Background: an optimization exercise with open tools, aiming at small area, a short achievable clock period and few clock cycles. Do not read the settings as production practice.
Function was checked by simulation only, so behaviour that the tests miss may differ from the original.

## flow/design.v (module list and top-level ports; edited modules follow where they fit)
// module pll_solver: 974 lines
module pll_solver (
    input  wire        clk,
    input  wire        rst_n,
    input  wire        in_valid,
    output reg         in_ready,
    input  wire [31:0] in_t,
    output reg         out_valid,
    input  wire        out_ready,
    output reg         out_found,
    output reg  [7:0]  out_fb,
    output reg  [1:0]  out_refdiv,
    output reg  [2:0]  out_post1,
    output reg  [2:0]  out_post2,
    output reg         out_hf,
    output reg  [12:0] out_f_num,
    output reg  [6:0]  out_f_den,
    output reg  [87:0] out_frame
);
  // ...
==> flow/run.sh <==
#!/bin/bash
# synth_recipe.tcl (not shown) runs the flow's synth.tcl, then flattens the netlist and writes it again
# the make line also repeats each setting of config.mk as NAME=value (left out here)
make -C /OpenROAD-flow-scripts/flow DESIGN_CONFIG=/design/flow/config.mk WORK_HOME=/design/flow/orfs CLKGATE_MAP_FILE= SYNTH_SCRIPT=/design/flow/synth_recipe.tcl finish
==> flow/config.mk <==
export PLATFORM = sky130hd
export DESIGN_NAME = pll_solver
export DESIGN_NICKNAME = pll_solver
export VERILOG_FILES = /design/flow/design.v
export SDC_FILE = /design/flow/constraint.sdc
export NUM_CORES = 4
export LEC_CHECK = 0
export ABC_AREA = 1
export CAP_MARGIN = 20
export CORE_MARGIN = 2
export CORE_UTILIZATION = 65
export PLACE_DENSITY = 0.75
export SLEW_MARGIN = 20
==> flow/constraint.sdc <==
create_clock -name core_clock -period 38.0 [get_ports {clk}]
set_input_delay 7.6000 -clock core_clock [delete_from_list [all_inputs] [get_ports {clk}]]
set_output_delay 7.6000 -clock core_clock [all_outputs]
set_load 0.01 [all_outputs]
==> run_results.csv, run 1 <==
group,metric,value,unit
cts,htreeDepth,3,
finish,clockNetworkAreaShare,3.503,%
logic_synthesis,synth_fa_ha_area_share,37.85,%
finish,drive_gt1_share,3.735,%
critical_path,cp_max_fo,43,
logic_synthesis,synth-simple-area-share,14.17,%
critical_path,r2r_slack,28.27,ns
place,dp.cells,10460,
drt,wirelength,222200,µm
drt,drc_errors,0,
place,port_buffers,97,
floorplan,initial_core_util,65.64,%
logic_synthesis,synth_compound_area_share,10.48,%
logic_synthesis,synth_area,75260,µm²
critical_path,required,38.55,ns
cts,cts_hold_buffers,0,
global_route,gr-usage-met1,49.72,%
global_route,top_usage_layer,"met2",
sta,finalCriticalPeriod,9.733,ns
run_status,status,"timing/DRC/antenna clean",
finish,final_cell_mix,"1718 x inv_1, 1381 x ha_1, 1238 x nand2_1, 591 x dfxtp_1, 578 x nor2_1",
cts,post_cts_buffers,0,
finish,design.seq.count,742,
critical_path,timing.rr.end,"gc_key_r[7]$_DFF_P_",
place,place_area,77920,µm²
Testbench counts, summed over its fixed seeds: cycles 2,448.
==> inputs of run 2 (changes only) <==
--- a/flow/design.v
+++ b/flow/design.v
@@ -441,18 +441,18 @@
     wire [35:0] s1_m36 = {21'd0, s1_mag};
     wire [4:0]  s1_g = s1_s ? (5'd25 - s1_f) : s1_f;
     wire [35:0] cs16_s = csum((s1_m36 << 4), (s1_m36 << 3), s1_m36);
     wire [35:0] cs16_c = ccar((s1_m36 << 4), (s1_m36 << 3), s1_m36);
     wire [35:0] cs17_s = csum({31'd0, s1_g}, cs16_s, cs16_c);
     wire [35:0] cs17_c = ccar({31'd0, s1_g}, cs16_s, cs16_c);
     wire [35:0] s1_v36 = badd(cs17_s, cs17_c, 1'b0);
     wire [20:0] s1_v = s1_v36[20:0];
-    wire        s1_ok = s1_val & ~le32(32'd65536, {11'd0, s1_v}) & ~big2;    
-    wire [27:0] s1_key = {~s1_ok, s1_v, s1_ord};
+    wire        s1_ok = s1_val & (le32({17'd0, s1_mag}, 32'd2620) | ((s1_mag == 15'd2621) & (s1_g < 5'd11))) & ~big2;    
+    wire [23:0] s1_key = {~s1_ok, s1_v[16:0], s1_ord};    
     wire [4:0] s3_f;
     assign s3_f[0] = (b2 == 5'd1) | (b2 == 5'd3) | (b2 == 5'd5) | (b2 == 5'd7) | (b2 == 5'd10) | (b2 == 5'd12) | (b2 == 5'd14) | (b2 == 5'd16) | (b2 == 5'd17) | (b2 == 5'd19) | (b2 == 5'd21) | (b2 == 5'd23);
     assign s3_f[1] = (b2 == 5'd1) | (b2 == 5'd2) | (b2 == 5'd5) | (b2 == 5'd6) | (b2 == 5'd9) | (b2 == 5'd12) | (b2 == 5'd13) | (b2 == 5'd16) | (b2 == 5'd19) | (b2 == 5'd20) | (b2 == 5'd23) | (b2 == 5'd24);
     assign s3_f[2] = (b2 == 5'd2) | (b2 == 5'd4) | (b2 == 5'd5) | (b2 == 5'd7) | (b2 == 5'd10) | (b2 == 5'd13) | (b2 == 5'd15) | (b2 == 5'd16) | (b2 == 5'd18) | (b2 == 5'd19) | (b2 == 5'd21) | (b2 == 5'd24);
     assign s3_f[3] = (b2 == 5'd3) | (b2 == 5'd4) | (b2 == 5'd5) | (b2 == 5'd8) | (b2 == 5'd11) | (b2 == 5'd12) | (b2 == 5'd13) | (b2 == 5'd20) | (b2 == 5'd21);
     assign s3_f[4] = (b2 == 5'd6) | (b2 == 5'd7) | (b2 == 5'd8) | (b2 == 5'd14) | (b2 == 5'd15) | (b2 == 5'd16) | (b2 == 5'd22) | (b2 == 5'd23) | (b2 == 5'd24);
     wire [8:0]  s3_u0 = s3_I[23:15];
     wire [8:0]  s3_u1 = s3_I[22:14];
@@ -474,18 +474,18 @@
     wire [35:0] s3_m36 = {21'd0, s3_mag};
     wire [4:0]  s3_g = s3_s ? (5'd25 - s3_f) : s3_f;
     wire [35:0] cs18_s = csum((s3_m36 << 4), (s3_m36 << 3), s3_m36);
     wire [35:0] cs18_c = ccar((s3_m36 << 4), (s3_m36 << 3), s3_m36);
     wire [35:0] cs19_s = csum({31'd0, s3_g}, cs18_s, cs18_c);
     wire [35:0] cs19_c = ccar({31'd0, s3_g}, cs18_s, cs18_c);
     wire [35:0] s3_v36 = badd(cs19_s, cs19_c, 1'b0);
     wire [20:0] s3_v = s3_v36[20:0];
-    wire        s3_ok = s3_val & ~le32(32'd196608, {11'd0, s3_v}) & ~big2;    
-    wire [27:0] s3_key = {~s3_ok, s3_v, s3_ord};
+    wire        s3_ok = s3_val & (le32({17'd0, s3_mag}, 32'd7863) | ((s3_mag == 15'd7864) & (s3_g < 5'd8))) & ~big2;    
+    wire [24:0] s3_key = {~s3_ok, s3_v[17:0], s3_ord};    
     wire [4:0] s5_f;
     assign s5_f[0] = (b2 == 5'd1) | (b2 == 5'd3) | (b2 == 5'd6) | (b2 == 5'd8) | (b2 == 5'd11) | (b2 == 5'd13) | (b2 == 5'd16) | (b2 == 5'd18) | (b2 == 5'd21) | (b2 == 5'd23);
     assign s5_f[1] = (b2 == 5'd2) | (b2 == 5'd3) | (b2 == 5'd7) | (b2 == 5'd8) | (b2 == 5'd12) | (b2 == 5'd13) | (b2 == 5'd17) | (b2 == 5'd18) | (b2 == 5'd22) | (b2 == 5'd23);
     assign s5_f[2] = (b2 == 5'd1) | (b2 == 5'd3) | (b2 == 5'd4) | (b2 == 5'd6) | (b2 == 5'd8) | (b2 == 5'd9) | (b2 == 5'd11) | (b2 == 5'd13) | (b2 == 5'd14) | (b2 == 5'd16) | (b2 == 5'd18) | (b2 == 5'd19) | (b2 == 5'd21) | (b2 == 5'd23) | (b2 == 5'd24);
     assign s5_f[3] = (b2 == 5'd2) | (b2 == 5'd3) | (b2 == 5'd7) | (b2 == 5'd8) | (b2 == 5'd12) | (b2 == 5'd13) | (b2 == 5'd17) | (b2 == 5'd18) | (b2 == 5'd22) | (b2 == 5'd23);
     assign s5_f[4] = (b2 == 5'd4) | (b2 == 5'd9) | (b2 == 5'd14) | (b2 == 5'd19) | (b2 == 5'd24);
     wire [8:0]  s5_u0 = s5_I[23:15];
     wire [8:0]  s5_u1 = s5_I[22:14];
@@ -507,18 +507,18 @@
     wire [2:0] s5_g5;
     assign s5_g5[0] = (s5_g == 5'd5) | (s5_g == 5'd15) | (s5_g == 5'd25);
     assign s5_g5[1] = (s5_g == 5'd10) | (s5_g == 5'd15);
     assign s5_g5[2] = (s5_g == 5'd20) | (s5_g == 5'd25);
     wire [35:0] cs20_s = csum((s5_m36 << 2), s5_m36, {33'd0, s5_g5});
     wire [35:0] cs20_c = ccar((s5_m36 << 2), s5_m36, {33'd0, s5_g5});
     wire [35:0] s5_v36 = badd(cs20_s, cs20_c, 1'b0);
     wire [20:0] s5_v = s5_v36[20:0];
-    wire        s5_ok = s5_val & ~le32(32'd65536, {11'd0, s5_v}) & ~big2;    
-    wire [27:0] s5_key = {~s5_ok, s5_v, s5_ord};
+    wire        s5_ok = s5_val & (le32({17'd0, s5_mag}, 32'd13106) | ((s5_mag == 15'd13107) & (s5_g5 < 5'd1))) & ~big2;    
+    wire [23:0] s5_key = {~s5_ok, s5_v[16:0], s5_ord};    
     wire [4:0] s7_f;
     assign s7_f[0] = (b2 == 5'd1) | (b2 == 5'd3) | (b2 == 5'd4) | (b2 == 5'd6) | (b2 == 5'd9) | (b2 == 5'd12) | (b2 == 5'd14) | (b2 == 5'd15) | (b2 == 5'd17) | (b2 == 5'd18) | (b2 == 5'd20) | (b2 == 5'd23);
     assign s7_f[1] = (b2 == 5'd1) | (b2 == 5'd2) | (b2 == 5'd4) | (b2 == 5'd5) | (b2 == 5'd8) | (b2 == 5'd11) | (b2 == 5'd14) | (b2 == 5'd17) | (b2 == 5'd20) | (b2 == 5'd21) | (b2 == 5'd23) | (b2 == 5'd24);
     assign s7_f[2] = (b2 == 5'd1) | (b2 == 5'd2) | (b2 == 5'd3) | (b2 == 5'd8) | (b2 == 5'd9) | (b2 == 5'd10) | (b2 == 5'd14) | (b2 == 5'd15) | (b2 == 5'd16) | (b2 == 5'd20) | (b2 == 5'd21) | (b2 == 5'd22);
     assign s7_f[3] = (b2 == 5'd2) | (b2 == 5'd5) | (b2 == 5'd7) | (b2 == 5'd9) | (b2 == 5'd12) | (b2 == 5'd16) | (b2 == 5'd19) | (b2 == 5'd20) | (b2 == 5'd23);
     assign s7_f[4] = (b2 == 5'd3) | (b2 == 5'd6) | (b2 == 5'd7) | (b2 == 5'd10) | (b2 == 5'd13) | (b2 == 5'd14) | (b2 == 5'd17) | (b2 == 5'd21) | (b2 == 5'd24);
     wire [8:0]  s7_u0 = s7_I[23:15];
     wire [8:0]  s7_u1 = s7_I[22:14];
@@ -538,18 +538,18 @@
     wire [35:0] s7_m36 = {21'd0, s7_mag};
     wire [4:0]  s7_g = s7_s ? (5'd25 - s7_f) : s7_f;
     wire [35:0] cs21_s = csum((s7_m36 << 4), (s7_m36 << 3), s7_m36);
     wire [35:0] cs21_c = ccar((s7_m36 << 4), (s7_m36 << 3), s7_m36);
     wire [35:0] cs22_s = csum({31'd0, s7_g}, cs21_s, cs21_c);
     wire [35:0] cs22_c = ccar({31'd0, s7_g}, cs21_s, cs21_c);
     wire [35:0] s7_v36 = badd(cs22_s, cs22_c, 1'b0);
     wire [20:0] s7_v = s7_v36[20:0];
-    wire        s7_ok = s7_val & ~le32(32'd458752, {11'd0, s7_v}) & ~big2;    
-    wire [27:0] s7_key = {~s7_ok, s7_v, s7_ord};
+    wire        s7_ok = s7_val & (le32({17'd0, s7_mag}, 32'd18349) | ((s7_mag == 15'd18350) & (s7_g < 5'd2))) & ~big2;    
+    wire [25:0] s7_key = {~s7_ok, s7_v[18:0], s7_ord};    
     wire [4:0] s9_f;
     assign s9_f[0] = (b2 == 5'd1) | (b2 == 5'd4) | (b2 == 5'd7) | (b2 == 5'd10) | (b2 == 5'd13) | (b2 == 5'd14) | (b2 == 5'd16) | (b2 == 5'd17) | (b2 == 5'd19) | (b2 == 5'd20) | (b2 == 5'd22) | (b2 == 5'd23);
     assign s9_f[1] = (b2 == 5'd2) | (b2 == 5'd3) | (b2 == 5'd4) | (b2 == 5'd8) | (b2 == 5'd9) | (b2 == 5'd10) | (b2 == 5'd15) | (b2 == 5'd16) | (b2 == 5'd17) | (b2 == 5'd21) | (b2 == 5'd22) | (b2 == 5'd23);
     assign s9_f[2] = (b2 == 5'd5) | (b2 == 5'd6) | (b2 == 5'd7) | (b2 == 5'd8) | (b2 == 5'd9) | (b2 == 5'd10) | (b2 == 5'd18) | (b2 == 5'd19) | (b2 == 5'd20) | (b2 == 5'd21) | (b2 == 5'd22) | (b2 == 5'd23);
     assign s9_f[3] = (b2 == 5'd1) | (b2 == 5'd4) | (b2 == 5'd7) | (b2 == 5'd10) | (b2 == 5'd11) | (b2 == 5'd12) | (b2 == 5'd15) | (b2 == 5'd18) | (b2 == 5'd21);
     assign s9_f[4] = (b2 == 5'd2) | (b2 == 5'd5) | (b2 == 5'd8) | (b2 == 5'd11) | (b2 == 5'd13) | (b2 == 5'd16) | (b2 == 5'd19) | (b2 == 5'd22) | (b2 == 5'd24);
     wire [8:0]  s9_u0 = s9_I[23:15];
     wire [8:0]  s9_u1 = s9_I[22:14];
@@ -584,17 +584,17 @@
     wire [35:0] cs23_c = ccar(s9_m36, (s9_m36 << 3), ~(s9_m36 << 6));
     wire [35:0] cs24_s = csum((s9_m36 << 8), (s9_m36 << 10), {25'd0, s9_cg});
     wire [35:0] cs24_c = ccar((s9_m36 << 8), (s9_m36 << 10), {25'd0, s9_cg});
     wire [35:0] cs25_s = csum(cs23_s, cs23_c, cs24_s);
     wire [35:0] cs25_c = ccar(cs23_s, cs23_c, cs24_s);
     wire [35:0] cs26_s = csum(cs24_c, cs25_s, cs25_c);
     wire [35:0] cs26_c = ccar(cs24_c, cs25_s, cs25_c);
     wire [35:0] s9_E36 = badd(cs26_s, cs26_c, 1'b1);
-    wire        s9_ok = s9_val & ~le32(32'd28901376, s9_E36[31:0]) & ~big2;    
+    wire        s9_ok = s9_val & (le32({17'd0, s9_mag}, 32'd23591) | ((s9_mag == 15'd23592) & (s9_g < 5'd24))) & ~big2;    
     wire [31:0] s9_key = {~s9_ok, s9_E36[24:0], s9_ord};
     wire [4:0] s15_f;
     assign s15_f[0] = (b2 == 5'd1) | (b2 == 5'd2) | (b2 == 5'd6) | (b2 == 5'd7) | (b2 == 5'd11) | (b2 == 5'd12) | (b2 == 5'd16) | (b2 == 5'd17) | (b2 == 5'd21) | (b2 == 5'd22);
     assign s15_f[1] = (b2 == 5'd1) | (b2 == 5'd4) | (b2 == 5'd6) | (b2 == 5'd9) | (b2 == 5'd11) | (b2 == 5'd14) | (b2 == 5'd16) | (b2 == 5'd19) | (b2 == 5'd21) | (b2 == 5'd24);
     assign s15_f[2] = (b2 == 5'd1) | (b2 == 5'd2) | (b2 == 5'd3) | (b2 == 5'd6) | (b2 == 5'd7) | (b2 == 5'd8) | (b2 == 5'd11) | (b2 == 5'd12) | (b2 == 5'd13) | (b2 == 5'd16) | (b2 == 5'd17) | (b2 == 5'd18) | (b2 == 5'd21) | (b2 == 5'd22) | (b2 == 5'd23);
     assign s15_f[3] = (b2 == 5'd1) | (b2 == 5'd4) | (b2 == 5'd6) | (b2 == 5'd9) | (b2 == 5'd11) | (b2 == 5'd14) | (b2 == 5'd16) | (b2 == 5'd19) | (b2 == 5'd21) | (b2 == 5'd24);
     assign s15_f[4] = (b2 == 5'd3) | (b2 == 5'd8) | (b2 == 5'd13) | (b2 == 5'd18) | (b2 == 5'd23);
     wire [8:0]  s15_u0 = s15_I[23:15];
@@ -616,17 +616,17 @@
     assign s15_g5[0] = (s15_g == 5'd5) | (s15_g == 5'd15) | (s15_g == 5'd25);
     assign s15_g5[1] = (s15_g == 5'd10) | (s15_g == 5'd15);
     assign s15_g5[2] = (s15_g == 5'd20) | (s15_g == 5'd25);
     wire [35:0] cs27_s = csum((s15_m36 << 2), s15_m36, {33'd0, s15_g5});
     wire [35:0] cs27_c = ccar((s15_m36 << 2), s15_m36, {33'd0, s15_g5});
     wire [35:0] s15_v36 = badd(cs27_s, cs27_c, 1'b0);
     wire [20:0] s15_v = s15_v36[20:0];
     wire        s15_ok = s15_val & ~big2;
-    wire [27:0] s15_key = {~s15_ok, s15_v, s15_ord};
+    wire [24:0] s15_key = {~s15_ok, s15_v[17:0], s15_ord};    
     wire [4:0] s21_f;
     assign s21_f[0] = (b2 == 5'd1) | (b2 == 5'd2) | (b2 == 5'd3) | (b2 == 5'd4) | (b2 == 5'd5) | (b2 == 5'd6) | (b2 == 5'd13) | (b2 == 5'd14) | (b2 == 5'd15) | (b2 == 5'd16) | (b2 == 5'd17) | (b2 == 5'd18);
     assign s21_f[1] = (b2 == 5'd7) | (b2 == 5'd8) | (b2 == 5'd9) | (b2 == 5'd10) | (b2 == 5'd11) | (b2 == 5'd12) | (b2 == 5'd13) | (b2 == 5'd14) | (b2 == 5'd15) | (b2 == 5'd16) | (b2 == 5'd17) | (b2 == 5'd18);
     assign s21_f[2] = (b2 == 5'd1) | (b2 == 5'd3) | (b2 == 5'd5) | (b2 == 5'd7) | (b2 == 5'd9) | (b2 == 5'd11) | (b2 == 5'd13) | (b2 == 5'd15) | (b2 == 5'd17) | (b2 == 5'd20) | (b2 == 5'd22) | (b2 == 5'd24);
     assign s21_f[3] = (b2 == 5'd3) | (b2 == 5'd4) | (b2 == 5'd9) | (b2 == 5'd10) | (b2 == 5'd15) | (b2 == 5'd16) | (b2 == 5'd19) | (b2 == 5'd22) | (b2 == 5'd23);
     assign s21_f[4] = (b2 == 5'd1) | (b2 == 5'd2) | (b2 == 5'd7) | (b2 == 5'd8) | (b2 == 5'd13) | (b2 == 5'd14) | (b2 == 5'd19) | (b2 == 5'd20) | (b2 == 5'd21);
     wire [8:0]  s21_u0 = s21_I[23:15];
     wire [8:0]  s21_u1 = s21_I[22:14];
@@ -680,17 +680,17 @@
     always @(*) begin
         s25_u = s25_u1; s25_ord = 6'd13; s25_s = s25_I[14]; s25_mag = {{1{1'b0}}, s25_I[13:0] ^ {14{s25_I[14]}}};
         if (s25_ok0) begin s25_u = s25_u0; s25_ord = 6'd41; s25_s = s25_I[15]; s25_mag = s25_I[14:0] ^ {15{s25_I[15]}}; end
     end
     wire [35:0] s25_m36 = {21'd0, s25_mag};
     wire [35:0] s25_v36 = badd(s25_m36, 36'd0, s25_s);
     wire [20:0] s25_v = s25_v36[20:0];
     wire        s25_ok = s25_val & ~big2;
-    wire [27:0] s25_key = {~s25_ok, s25_v, s25_ord};
+    wire [23:0] s25_key = {~s25_ok, s25_v[16:0], s25_ord};    
     wire [4:0] s35_f;
     assign s35_f[0] = (b2 == 5'd3) | (b2 == 5'd4) | (b2 == 5'd8) | (b2 == 5'd9) | (b2 == 5'd13) | (b2 == 5'd14) | (b2 == 5'd18) | (b2 == 5'd19) | (b2 == 5'd23) | (b2 == 5'd24);
     assign s35_f[1] = (b2 == 5'd1) | (b2 == 5'd4) | (b2 == 5'd6) | (b2 == 5'd9) | (b2 == 5'd11) | (b2 == 5'd14) | (b2 == 5'd16) | (b2 == 5'd19) | (b2 == 5'd21) | (b2 == 5'd24);
     assign s35_f[2] = (b2 == 5'd2) | (b2 == 5'd3) | (b2 == 5'd4) | (b2 == 5'd7) | (b2 == 5'd8) | (b2 == 5'd9) | (b2 == 5'd12) | (b2 == 5'd13) | (b2 == 5'd14) | (b2 == 5'd17) | (b2 == 5'd18) | (b2 == 5'd19) | (b2 == 5'd22) | (b2 == 5'd23) | (b2 == 5'd24);
     assign s35_f[3] = (b2 == 5'd1) | (b2 == 5'd4) | (b2 == 5'd6) | (b2 == 5'd9) | (b2 == 5'd11) | (b2 == 5'd14) | (b2 == 5'd16) | (b2 == 5'd19) | (b2 == 5'd21) | (b2 == 5'd24);
     assign s35_f[4] = (b2 == 5'd2) | (b2 == 5'd7) | (b2 == 5'd12) | (b2 == 5'd17) | (b2 == 5'd22);
     wire [8:0]  s35_u0 = s35_I[23:15];
     wire [8:0]  s35_u1 = s35_I[22:14];
@@ -709,17 +709,17 @@
     assign s35_g5[0] = (s35_g == 5'd5) | (s35_g == 5'd15) | (s35_g == 5'd25);
     assign s35_g5[1] = (s35_g == 5'd10) | (s35_g == 5'd15);
     assign s35_g5[2] = (s35_g == 5'd20) | (s35_g == 5'd25);
     wire [35:0] cs31_s = csum((s35_m36 << 2), s35_m36, {33'd0, s35_g5});
     wire [35:0] cs31_c = ccar((s35_m36 << 2), s35_m36, {33'd0, s35_g5});
     wire [35:0] s35_v36 = badd(cs31_s, cs31_c, 1'b0);
     wire [20:0] s35_v = s35_v36[20:0];
     wire        s35_ok = s35_val & ~big2;
-    wire [27:0] s35_key = {~s35_ok, s35_v, s35_ord};
+    wire [25:0] s35_key = {~s35_ok, s35_v[18:0], s35_ord};    
     wire [4:0] s49_f;
     assign s49_f[0] = (b2 == 5'd2) | (b2 == 5'd4) | (b2 == 5'd6) | (b2 == 5'd8) | (b2 == 5'd10) | (b2 == 5'd12) | (b2 == 5'd14) | (b2 == 5'd16) | (b2 == 5'd18) | (b2 == 5'd20) | (b2 == 5'd22) | (b2 == 5'd24);
     assign s49_f[1] = (b2 == 5'd2) | (b2 == 5'd3) | (b2 == 5'd6) | (b2 == 5'd7) | (b2 == 5'd10) | (b2 == 5'd11) | (b2 == 5'd14) | (b2 == 5'd15) | (b2 == 5'd18) | (b2 == 5'd19) | (b2 == 5'd22) | (b2 == 5'd23);
     assign s49_f[2] = (b2 == 5'd2) | (b2 == 5'd3) | (b2 == 5'd4) | (b2 == 5'd5) | (b2 == 5'd10) | (b2 == 5'd11) | (b2 == 5'd12) | (b2 == 5'd13) | (b2 == 5'd18) | (b2 == 5'd19) | (b2 == 5'd20) | (b2 == 5'd21);
     assign s49_f[3] = (b2 == 5'd1) | (b2 == 5'd10) | (b2 == 5'd11) | (b2 == 5'd12) | (b2 == 5'd13) | (b2 == 5'd14) | (b2 == 5'd15) | (b2 == 5'd16) | (b2 == 5'd17);
     assign s49_f[4] = (b2 == 5'd1) | (b2 == 5'd2) | (b2 == 5'd3) | (b2 == 5'd4) | (b2 == 5'd5) | (b2 == 5'd6) | (b2 == 5'd7) | (b2 == 5'd8) | (b2 == 5'd9);
     wire [8:0]  s49_u0 = s49_I[23:15];
     wire [8:0]  s49_u1 = s49_I[22:14];
@@ -748,66 +748,66 @@
     assign s49_cg[10] = 1'b0;
     wire [35:0] cs32_s = csum(s49_m36, ~(s49_m36 << 5), (s49_m36 << 8));
     wire [35:0] cs32_c = ccar(s49_m36, ~(s49_m36 << 5), (s49_m36 << 8));
     wire [35:0] cs33_s = csum({25'd0, s49_cg}, cs32_s, cs32_c);
     wire [35:0] cs33_c = ccar({25'd0, s49_cg}, cs32_s, cs32_c);
     wire [35:0] s49_E36 = badd(cs33_s, cs33_c, 1'b1);
     wire        s49_ok = s49_val & ~big2;
     wire [31:0] s49_key = {~s49_ok, s49_E36[24:0], s49_ord};
-    wire        ga_ab = le32({4'd0, s1_key}, {4'd0, s5_key});
-    wire        ga_ac = le32({4'd0, s1_key}, {4'd0, s25_key});
-    wire        ga_bc = le32({4'd0, s5_key}, {4'd0, s25_key});
+    wire        ga_ab = le32({8'd0, s1_key}, {8'd0, s5_key});
+    wire        ga_ac = le32({8'd0, s1_key}, {8'd0, s25_key});
+    wire        ga_bc = le32({8'd0, s5_key}, {8'd0, s25_key});
     wire        ga_sa = ga_ab & ga_ac;
     wire        ga_sb = ~ga_ab & ga_bc;
-    wire [27:0] ga_key = ga_sa ? s1_key : (ga_sb ? s5_key : s25_key);
+    wire [23:0] ga_key = ga_sa ? s1_key : (ga_sb ? s5_key : s25_key);
     wire [8:0]  ga_u = ga_sa ? s1_u : (ga_sb ? s5_u : s25_u);
-    wire        gb_a = le32({4'd0, s3_key}, {4'd0, s15_key});
-    wire [27:0] gb_key = gb_a ? s3_key : s15_key;
+    wire        gb_a = le32({7'd0, s3_key}, {7'd0, s15_key});
+    wire [24:0] gb_key = gb_a ? s3_key : s15_key;
     wire [8:0]  gb_u = gb_a ? s3_u : s15_u;
-    wire        gc_a = le32({4'd0, s7_key}, {4'd0, s35_key});
-    wire [27:0] gc_key = gc_a ? s7_key : s35_key;
+    wire        gc_a = le32({6'd0, s7_key}, {6'd0, s35_key});
+    wire [25:0] gc_key = gc_a ? s7_key : s35_key;
     wire [8:0]  gc_u = gc_a ? s7_u : s35_u;
-    reg  [27:0] ga_key_r;
+    reg  [23:0] ga_key_r;
     reg  [8:0]  ga_u_r;
     always @(posedge clk) begin ga_key_r <= ga_key; ga_u_r <= ga_u; end
-    reg  [27:0] gb_key_r;
+    reg  [24:0] gb_key_r;
     reg  [8:0]  gb_u_r;
     always @(posedge clk) begin gb_key_r <= gb_key; gb_u_r <= gb_u; end
-    reg  [27:0] gc_key_r;
+    reg  [25:0] gc_key_r;
     reg  [8:0]  gc_u_r;
     always @(posedge clk) begin gc_key_r <= gc_key; gc_u_r <= gc_u; end
     reg  [31:0] s9_key_r;
     reg  [8:0]  s9_u_r;
     always @(posedge clk) begin s9_key_r <= s9_key; s9_u_r <= s9_u; end
     reg  [31:0] s21_key_r;
     reg  [8:0]  s21_u_r;
     always @(posedge clk) begin s21_key_r <= s21_key; s21_u_r <= s21_u; end
     reg  [31:0] s49_key_r;
     reg  [8:0]  s49_u_r;
     always @(posedge clk) begin s49_key_r <= s49_key; s49_u_r <= s49_u; end
-    wire [35:0] e441_v36 = {15'd0, ga_key_r[26:6]};
+    wire [35:0] e441_v36 = {19'd0, ga_key_r[22:6]};
     wire [35:0] cs34_s = csum(e441_v36, ~(e441_v36 << 3), ~(e441_v36 << 6));
     wire [35:0] cs34_c = ccar(e441_v36, ~(e441_v36 << 3), ~(e441_v36 << 6));
     wire [35:0] cs35_s = csum((e441_v36 << 9), 36'd1, cs34_s);
     wire [35:0] cs35_c = ccar((e441_v36 << 9), 36'd1, cs34_s);
     wire [35:0] cs36_s = csum(cs34_c, cs35_s, cs35_c);
     wire [35:0] cs36_c = ccar(cs34_c, cs35_s, cs35_c);
     wire [35:0] e441_E36 = badd(cs36_s, cs36_c, 1'b1);
-    wire [31:0] e441_key = {ga_key_r[27], e441_E36[24:0], ga_key_r[5:0]};
-    wire [35:0] e147_v36 = {15'd0, gb_key_r[26:6]};
+    wire [31:0] e441_key = {ga_key_r[23], e441_E36[24:0], ga_key_r[5:0]};
+    wire [35:0] e147_v36 = {18'd0, gb_key_r[23:6]};
     wire [35:0] cs37_s = csum(~e147_v36, (e147_v36 << 2), (e147_v36 << 4));
     wire [35:0] cs37_c = ccar(~e147_v36, (e147_v36 << 2), (e147_v36 << 4));
     wire [35:0] cs38_s = csum((e147_v36 << 7), cs37_s, cs37_c);
     wire [35:0] cs38_c = ccar((e147_v36 << 7), cs37_s, cs37_c);
     wire [35:0] e147_E36 = badd(cs38_s, cs38_c, 1'b1);
-    wire [31:0] e147_key = {gb_key_r[27], e147_E36[24:0], gb_key_r[5:0]};
-    wire [35:0] e63_v36 = {15'd0, gc_key_r[26:6]};
+    wire [31:0] e147_key = {gb_key_r[24], e147_E36[24:0], gb_key_r[5:0]};
+    wire [35:0] e63_v36 = {17'd0, gc_key_r[24:6]};
     wire [35:0] e63_E36 = badd(~e63_v36, (e63_v36 << 6), 1'b1);
-    wire [31:0] e63_key = {gc_key_r[27], e63_E36[24:0], gc_key_r[5:0]};
+    wire [31:0] e63_key = {gc_key_r[25], e63_E36[24:0], gc_key_r[5:0]};
     wire        mb0_a = le32(s9_key_r, s21_key_r);
     wire [31:0] mb0_key = mb0_a ? s9_key_r : s21_key_r;
     wire [8:0]  mb0_u = mb0_a ? s9_u_r : s21_u_r;
     wire        mb_a = le32(mb0_key, s49_key_r);
     wire [31:0] mb_key = mb_a ? mb0_key : s49_key_r;
     wire [8:0]  mb_u = mb_a ? mb0_u : s49_u_r;
     wire        m5_01 = le32(e441_key, e147_key);
     wire        m5_02 = le32(e441_key, e63_key);
==> flow/config.mk (replaced) <==
export PLATFORM = sky130hd
export DESIGN_NAME = pll_solver
export DESIGN_NICKNAME = pll_solver
export VERILOG_FILES = /design/flow/design.v
export SDC_FILE = /design/flow/constraint.sdc
export NUM_CORES = 4
export LEC_CHECK = 0
export ABC_AREA = 1
export CAP_MARGIN = 20
export CORE_MARGIN = 2
export CORE_UTILIZATION = 55
export PLACE_DENSITY = 0.7
export SLEW_MARGIN = 20
==> run 2 against run 1 <==
Die area up 17%. Worst setup slack better by 0.41 ns. Design area about the same.
==> run_results.csv, run 2 <==
group,metric,value,unit
cts,cts_hold_buffers,0,
sta,finalHoldViolCount,0,
sta,fmax,0.1073,GHz
critical_path,cp_max_fo,35,
sta,slew_headroom,23.49,%
cts,post_cts_buffers,0,
drt,highest_layer,"met5",
sta,finalSetupViolations,0,
cts,ctsLongestPathBuffers,3,
floorplan,rows,135,
logic_synthesis,synthTopCellsByArea,"ha_1 23%, dfxtp_1 16%, fa_1 15%",
sta,timing.final.crit_share,24.53,%
logic_synthesis,synth_most_common_cell,"inv_1",
global_route,grt_pass1_vias,59530,
finish,largest_reg_flops,96,
logic_synthesis,yosysTopAreaCell,"ha_1",
cts,cts_buffers,88,
cts,clockRootBuffer,"clkbuf_16",
sta,hold_slack,0.3257,ns
logic_synthesis,synth-seq-area-share,21.68,%
finish,fin_nets,10930,
logic_synthesis,synth_area,74670,µm²
global_route,grt_max_degree,60,
logic_synthesis,synthTopCellsByCount,"1690 x inv_1, 1392 x ha_1, 1161 x nand2_1",
global_route,gr-usage-all-layers,32.45,%
logic_synthesis,ys_types,76,
place,dpl.hpwl,189200,µm
drt,wirelength,226200,µm
place,port_buffers,97,
sta,skew,0.04014,ns
critical_path,worst_path_max_delay_cell,"o21ai_0",
drt,wl_met2,104300,µm
cts,cts.clk_slew.worst_paths,0.06,ns
logic_synthesis,async_flop_share,0,%
sta,tns,0,ns
finish,utilization,59.80,%
finish,top_regs,"fifo (96), s9_key_r (31)",
critical_path,crit_path_frequent_cell,"inv_1",
drt,vias,60650,
cts,htreeDepth,3,
finish,fillers,11980,
global_route,grt_first_pass_wirelength,345300,µm
finish,area_growth,8.226,%
cts,insertion_delay,0.72,ns
logic_synthesis,synth_edf_count,151,
floorplan,core,135100,µm²
floorplan,ios,164,
finish,top_register,"fifo",
critical_path,cp-end-kind,"flip-flop",
drt,drt_iter0_markers,4882,
logic_synthesis,synthesis.instances,8819,
sta,slew_violations,0,
place,gp_congestion,0.9807,
critical_path,criticalPathCategory,"flip-flop to flip-flop",
floorplan,die_h,372.5,µm
logic_synthesis,ys.flop_type,"dfxtp_1",
flow_run,max-cap-violations,0,
finish,final_common_cell,"inv_1",
drt,drt-met1-wl,96450,µm
sta,grt_setup_unrepaired,"no",
global_route,grt_overflow_total,0,
sta,finalCriticalPeriod,9.322,ns
cts,clock_sinks,733,
finish,final_cell_mix,"1690 x inv_1, 1392 x ha_1, 1161 x nand2_1, 614 x nor2_1, 582 x dfxtp_1",
floorplan,die_w,372.5,µm
drt,dr_wl_met3,14860,µm
logic_synthesis,ys_warn_count,1,
drt,avgRoutedWirePerCell,20.92,µm
global_route,antenna_found_initial,11,
logic_synthesis,synth_top_area_share,23.33,%
critical_path,start_kind,"flip-flop",
cts,cts_resized,0,
finish,drive_gt1_share,3.789,%
drt,drc_errors,0,
critical_path,cpPeakStageDelay,0.79,ns
floorplan,die_area,138700,µm²
run_status,status,"timing/DRC/antenna clean",
critical_path,crit_arrival,9.81,ns
critical_path,required,38.49,ns
drt,antenna_left,0,
drt,dr.pass1.iters,7,
floorplan,initial_core_util,55.26,%
sta,tightest_slew,1.142,ns
drt,drt-vias-per-instance,5.611,
hold_path,hp-class,"flip-flop to flip-flop",
logic_synthesis,ys_ff_latch,733,
cts,tritoncts,"yes",
logic_synthesis,avgSynthCellArea,8.467,µm²
run 2: cell types whose count changed after synthesis, sizes merged, moves of 13 or more:
cell,change
xnor2,-19
nand4,-17
o22ai,+13
xor2,+19
nor2,+42
nand2,-78
fa,-15
inv,-40
nand3,-13
run 2: path summary, 6_finish.rpt:
check                 from                   end  slack [ns]  depth (start not counted)
min           big0$_DFF_P_          big1$_DFF_P_        0.33                          0
max          b2[1]$_DFF_P_  ga_key_r[19]$_DFF_P_       28.68                         40
min reg2reg   big0$_DFF_P_          big1$_DFF_P_        0.33                          0
max reg2reg  b2[1]$_DFF_P_  ga_key_r[19]$_DFF_P_       28.68                         40
run 2: area by class of cell:
class                   instances  area, µm²  area share, %
flip-flops and latches        733      16190          20.03
repair buffers                186       1639          2.028
inverters                    1705       6405          7.926
clock buffers                 111       2391          2.959
clock inverters                52      719.4         0.8903
diodes                          3      7.507       0.009290
multi-input cells            6239      51230          63.40
well taps                    1781       2228          2.758
run 2: cell families (layout without fill, tap and decap cells):
| group | count (synthesis) | count (layout) | synth area share [%] |
|---|---|---|---|
| AO/OA/AOI/OAI | 1341 | 1341 | 10.80 |
| XOR/XNOR | 467 | 467 | 5.609 |
| adder cells (fa/ha/maj) | 1937 | 1937 | 37.94 |
| buffers and inverters | 1911 | 2054 | 10.10 |
| flip-flops | 733 | 733 | 21.68 |
| multiplexers | 7 | 7 | 0.09384 |
| other | 2 | 69 | 0.01006 |
| AND/OR/NAND/NOR | 2421 | 2421 | 13.77 |
run 2: layer usage:
metal	vias up	track usage, %
li1	29050	-
met1	28990	42.44
met5	-	0
met4	8	13.14
met3	499	4.616
met2	2107	53.93
run 2: stage by stage:
stage	worst slack (ns)	instance area (µm²)	std cells
2_1_floorplan	27.00	74910	8883
3_3_place_gp	28.38	77670	10640
3_5_place_dp	28.34	77680	10640
4_1_cts	28.61	80790	10810
5_1_grt	28.13	80800	10810
6_report	28.68	80810	10810
run 2: worst max-delay path, delay by kind of cell, from the launching register on:
kind	cells	cell delay (ns)
AOI/OAI and AO/OA	8	2.00
and+or+nand+nor	17	3.10
DFF	1	0.48
xor gates and xnor gates	1	0.44
adders and majority gates	5	1.81
buffers and inverters	9	1.23
Testbench counts of run 2, summed over its fixed seeds: cycles 2,448.

## port drivers added, routing unchanged
No port has a modelled driver above. Below, the same layouts with a new extraction and two added sets of constraints. Step 1 sets driving cells, clkbuf_16 on the clock port and buf_2 on the other inputs (assumed; they add their load-dependent delay and slew). Step 2 moves the port delays by t, midway between the first and last clock arrival at a register: inputs arrive t later, outputs are due t later. That takes back most of the time a late clock gives input paths. Slacks: ideal ports / drivers / drivers and shift; pairs: ideal ports / drivers.
run	t, ns	setup WS [ns]	slew at the worst register clock pin (ns)
run 1	0.776	28.267 / 28.267 / 28.267	0.07 / 0.07
run 2	0.782	28.678 / 28.625 / 28.343	0.07 / 0.07
After both steps setup and hold are still met in every run listed. The setup slack of run 2, which loses most, moves by -0.053 ns with the drivers and by -0.335 ns with both steps.
